Context: an optimization exercise on an open-source flow, tuned for small area and a short achievable clock period. The choices shown serve that exercise and are no tape-out recipe.
Only simulation tests tie the RTL to the original design; equivalence was not proved.
No activity file was given, so power comes from the tool's default toggle rates.

==> flow/design.v <==
module spfc_packer (
    input  wire        clk,
    input  wire        rst,
    input  wire        in_valid,
    input  wire [1:0]  in_op,
    input  wire [31:0] in_rg,
    input  wire [31:0] in_ba,
    input  wire [15:0] in_pk,
    output reg         out_valid,
    output wire [15:0] out_pk,
    output wire [31:0] out_rg,
    output wire [31:0] out_ba
);
    function [11:0] thr31;
        input [4:0] t;
        integer i, k;
        begin
            thr31 = 12'd2048;
            for (i = 0; i < 32; i = i + 1)
                if (t == i) begin
                    k = (i < 16) ? i + 1 : i;
                    thr31 = (131070 * k - 65535 + 61) / 62 - 2048 * i;
                end
        end
    endfunction
    function [10:0] thr63;
        input [5:0] t;
        integer i, k;
        begin
            thr63 = 11'd1024;
            for (i = 0; i < 64; i = i + 1)
                if (t == i) begin
                    k = (i < 32) ? i + 1 : i;
                    thr63 = (131070 * k - 65535 + 125) / 126 - 1024 * i;
                end
        end
    endfunction
    function ge16;
        input [15:0] a;
        input [15:0] b;
        reg   [15:0] g, p;
        integer l, i, n;
        begin
            g = a & ~b;
            p = a | ~b;
            n = 16;
            for (l = 0; l < 4; l = l + 1) begin
                for (i = 0; i < 8; i = i + 1)
                    if (2 * i + 1 < n) begin
                        g[i] = g[2 * i + 1] | (p[2 * i + 1] & g[2 * i]);
                        p[i] = p[2 * i + 1] & p[2 * i];
                    end else if (2 * i < n) begin
                        g[i] = g[2 * i];
                        p[i] = p[2 * i];
                    end
                n = (n + 1) / 2;
            end
            ge16 = g[0] | p[0];
        end
    endfunction
    function [15:0] su63;
        input [5:0] q;
        integer i;
        begin
            su63 = 16'd0;
            for (i = 0; i < 64; i = i + 1)
                if (q == i)
                    su63 = (131070 * i + 63) / 126;
        end
    endfunction
    wire [15:0] ch_r = in_rg[15:0];
    wire [15:0] ch_g = in_rg[31:16];
    wire [15:0] ch_b = in_ba[15:0];
    wire [15:0] ch_a = in_ba[31:16];
    wire        is_pack = ~in_op[0];
    wire        is_565  = ~in_op[1];
    wire        ge_r   = ge16({5'b0, ch_r[10:0]}, {4'b0, thr31(ch_r[15:11])});
    wire        ge_b   = ge16({5'b0, ch_b[10:0]}, {4'b0, thr31(ch_b[15:11])});
    wire [10:0] thr_g63 = thr63(ch_g[15:10]);
    wire [11:0] thr_g   = is_565 ? {thr_g63[10], ch_g[10] & ~thr_g63[10], thr_g63[9:0]}
                                 : thr31(ch_g[15:11]);
    wire        ge_g    = ge16({5'b0, ch_g[10:0]}, {4'b0, thr_g});
    wire        a_zero = (ch_a == 16'd0);
    wire        r_blk  = ~ge16(ch_r, 16'd1058);
    wire        b_blk  = ~ge16(ch_b, 16'd1058);
    wire        g_blk  = is_565 ? ~ge16(ch_g, 16'd521) : ~ge16(ch_g, 16'd1058);
    wire        blk    = r_blk & g_blk & b_blk;
    wire [4:0]  dec_r = ch_r[15:11] - {4'd0, ch_r[15]};
    wire [4:0]  dec_b = ch_b[15:11] - {4'd0, ch_b[15]};
    wire [5:0]  dec_g = is_565 ? ch_g[15:10] - {5'd0, ch_g[15]}
                               : {1'b0, ch_g[15:11] - {4'd0, ch_g[15]}};
    reg  [5:0]  r_q;
    reg  [6:0]  g_q;
    reg  [5:0]  b_q;
    reg         m565_q;
    reg         nz_q;
    always @(posedge clk) begin
        if (rst)
            out_valid <= 1'b0;
        else
            out_valid <= in_valid;
    end
    always @(posedge clk) begin
        m565_q <= is_565;
        nz_q   <= in_pk != 16'd0;
        if (is_pack) begin
            r_q <= {~a_zero & (ge_r | blk), dec_r & {5{~a_zero}}};
            g_q <= {~a_zero & (ge_g | blk),
                    dec_g & {6{~a_zero}}};
            b_q <= {~a_zero & (ge_b | blk), dec_b & {5{~a_zero}}};
        end else begin
            r_q <= {1'b0, is_565 ? in_pk[15:11] : in_pk[14:10]};
            g_q <= {1'b0, is_565 ? in_pk[10:5] : {1'b0, in_pk[9:5]}};
            b_q <= {1'b0, in_pk[4:0]};
        end
    end
    wire [4:0]  q_r = r_q[4:0] + {4'd0, r_q[5]};
    wire [4:0]  q_b = b_q[4:0] + {4'd0, b_q[5]};
    wire [5:0]  q_g = g_q[5:0] + {5'd0, g_q[6]};
    assign out_pk = m565_q ? {q_r, q_g, q_b} : {1'b0, q_r, q_g[4:0], q_b};
    wire [4:0]  u_r  = r_q[4:0];
    wire [4:0]  u_b  = b_q[4:0];
    wire [15:0] u_g6 = su63(g_q[5:0]);
    wire [4:0]  u_g5 = g_q[4:0];
    wire [15:0] u_g  = m565_q ? u_g6 : {u_g5, u_g5, u_g5, u_g5[4]};
    assign out_rg = {u_g, u_r, u_r, u_r, u_r[4]};
    assign out_ba = {{16{nz_q}}, u_b, u_b, u_b, u_b[4]};
endmodule
Settings: LEC_CHECK=0, CAP_MARGIN=20, CORE_MARGIN=2, CORE_UTILIZATION=40, SLEW_MARGIN=20; clock period 27.0 ns.
standard.sh (not shown) runs the stock make flow with config.mk's settings and CLKGATE_MAP_FILE= SYNTH_SCRIPT=/design/flow/synth_recipe.tcl, a recipe that flattens the netlist after the stock synthesis.
==> flow/flow/run.sh <==
#!/bin/bash
# The standard layout (standard.sh), with plain buf_1 cells as the port
# buffers, and the resizer's setup repair aimed at a margin below the
# clock period so that it shortens the longest paths.
export BUFFER_PORTS_ARGS="-buffer_cell sky130_fd_sc_hd__buf_1"
bash standard.sh SETUP_SLACK_MARGIN=19.8 finish > standard.log 2>&1
==> next run, changes <==
--- a/flow/design.v
+++ b/flow/design.v
@@ -58,6 +58,28 @@
             ge16 = g[0] | p[0];
         end
     endfunction
+    function [4:0] dec5;
+        input [4:0] t;
+        reg   [4:0] bw;
+        integer i;
+        begin
+            bw[0] = t[4];
+            for (i = 1; i < 5; i = i + 1)
+                bw[i] = bw[i - 1] & ~t[i - 1];
+            dec5 = t ^ bw;
+        end
+    endfunction
+    function [5:0] dec6;
+        input [5:0] t;
+        reg   [5:0] bw;
+        integer i;
+        begin
+            bw[0] = t[5];
+            for (i = 1; i < 6; i = i + 1)
+                bw[i] = bw[i - 1] & ~t[i - 1];
+            dec6 = t ^ bw;
+        end
+    endfunction
     function [15:0] su63;
         input [5:0] q;
         integer i;
@@ -85,10 +107,10 @@
     wire        b_blk  = ~ge16(ch_b, 16'd1058);
     wire        g_blk  = is_565 ? ~ge16(ch_g, 16'd521) : ~ge16(ch_g, 16'd1058);
     wire        blk    = r_blk & g_blk & b_blk;
-    wire [4:0]  dec_r = ch_r[15:11] - {4'd0, ch_r[15]};
-    wire [4:0]  dec_b = ch_b[15:11] - {4'd0, ch_b[15]};
-    wire [5:0]  dec_g = is_565 ? ch_g[15:10] - {5'd0, ch_g[15]}
-                               : {1'b0, ch_g[15:11] - {4'd0, ch_g[15]}};
+    wire [4:0]  dec_r = dec5(ch_r[15:11]);
+    wire [4:0]  dec_b = dec5(ch_b[15:11]);
+    wire [5:0]  dec_g = is_565 ? dec6(ch_g[15:10])
+                               : {1'b0, dec5(ch_g[15:11])};
     reg  [5:0]  r_q;
     reg  [6:0]  g_q;
     reg  [5:0]  b_q;
Result: Sequential share of layout area shrinks by 0.19 points; critical path depth fell by 3; global-route usage increases by 1.3 points; worst setup slack gains 0.091 ns; non-clock buffer count is higher by 6; final area increases by 1.9%; first-iteration DRC count went up by 37%; fmax is higher by 1.3%; clock power stays flat; total power went up by 1.4%; final cell count went down by 0.60%.

## static timing again, ports no longer ideal
The results above use ideal ports. As a check the final layouts listed here were re-extracted and re-timed, cells and wires unchanged.
Step 1 sets driving cells, clkbuf_16 on the clock port and buf_2 on the other inputs (assumed; they add their load-dependent delay and slew).
Step 2 moves the port delays by t, midway between the first and last clock arrival at a register: inputs arrive t later, outputs are due t later. That takes back most of the time a late clock gives input paths.
a / b / c = no drivers / after step 1 / after step 2; a / b = the first two.
run | t, ns | setup slack, ns | hold slack, ns | latest minus earliest clock arrival (ns) | pins driven straight from the clock port
the first run | 0.280 | 19.784 / 19.783 / 19.502 | 5.284 / 5.288 / 5.568 | 0.005 / 0.005 | 1
the second run | 0.285 | 19.876 / 19.850 / 19.633 | 5.276 / 5.274 / 5.559 | 0.008 / 0.008 | 1
After both steps every run listed still meets setup and hold. For the first run, which loses most, drivers alone change the setup slack by -0.001 ns; drivers and shift together by -0.282 ns.
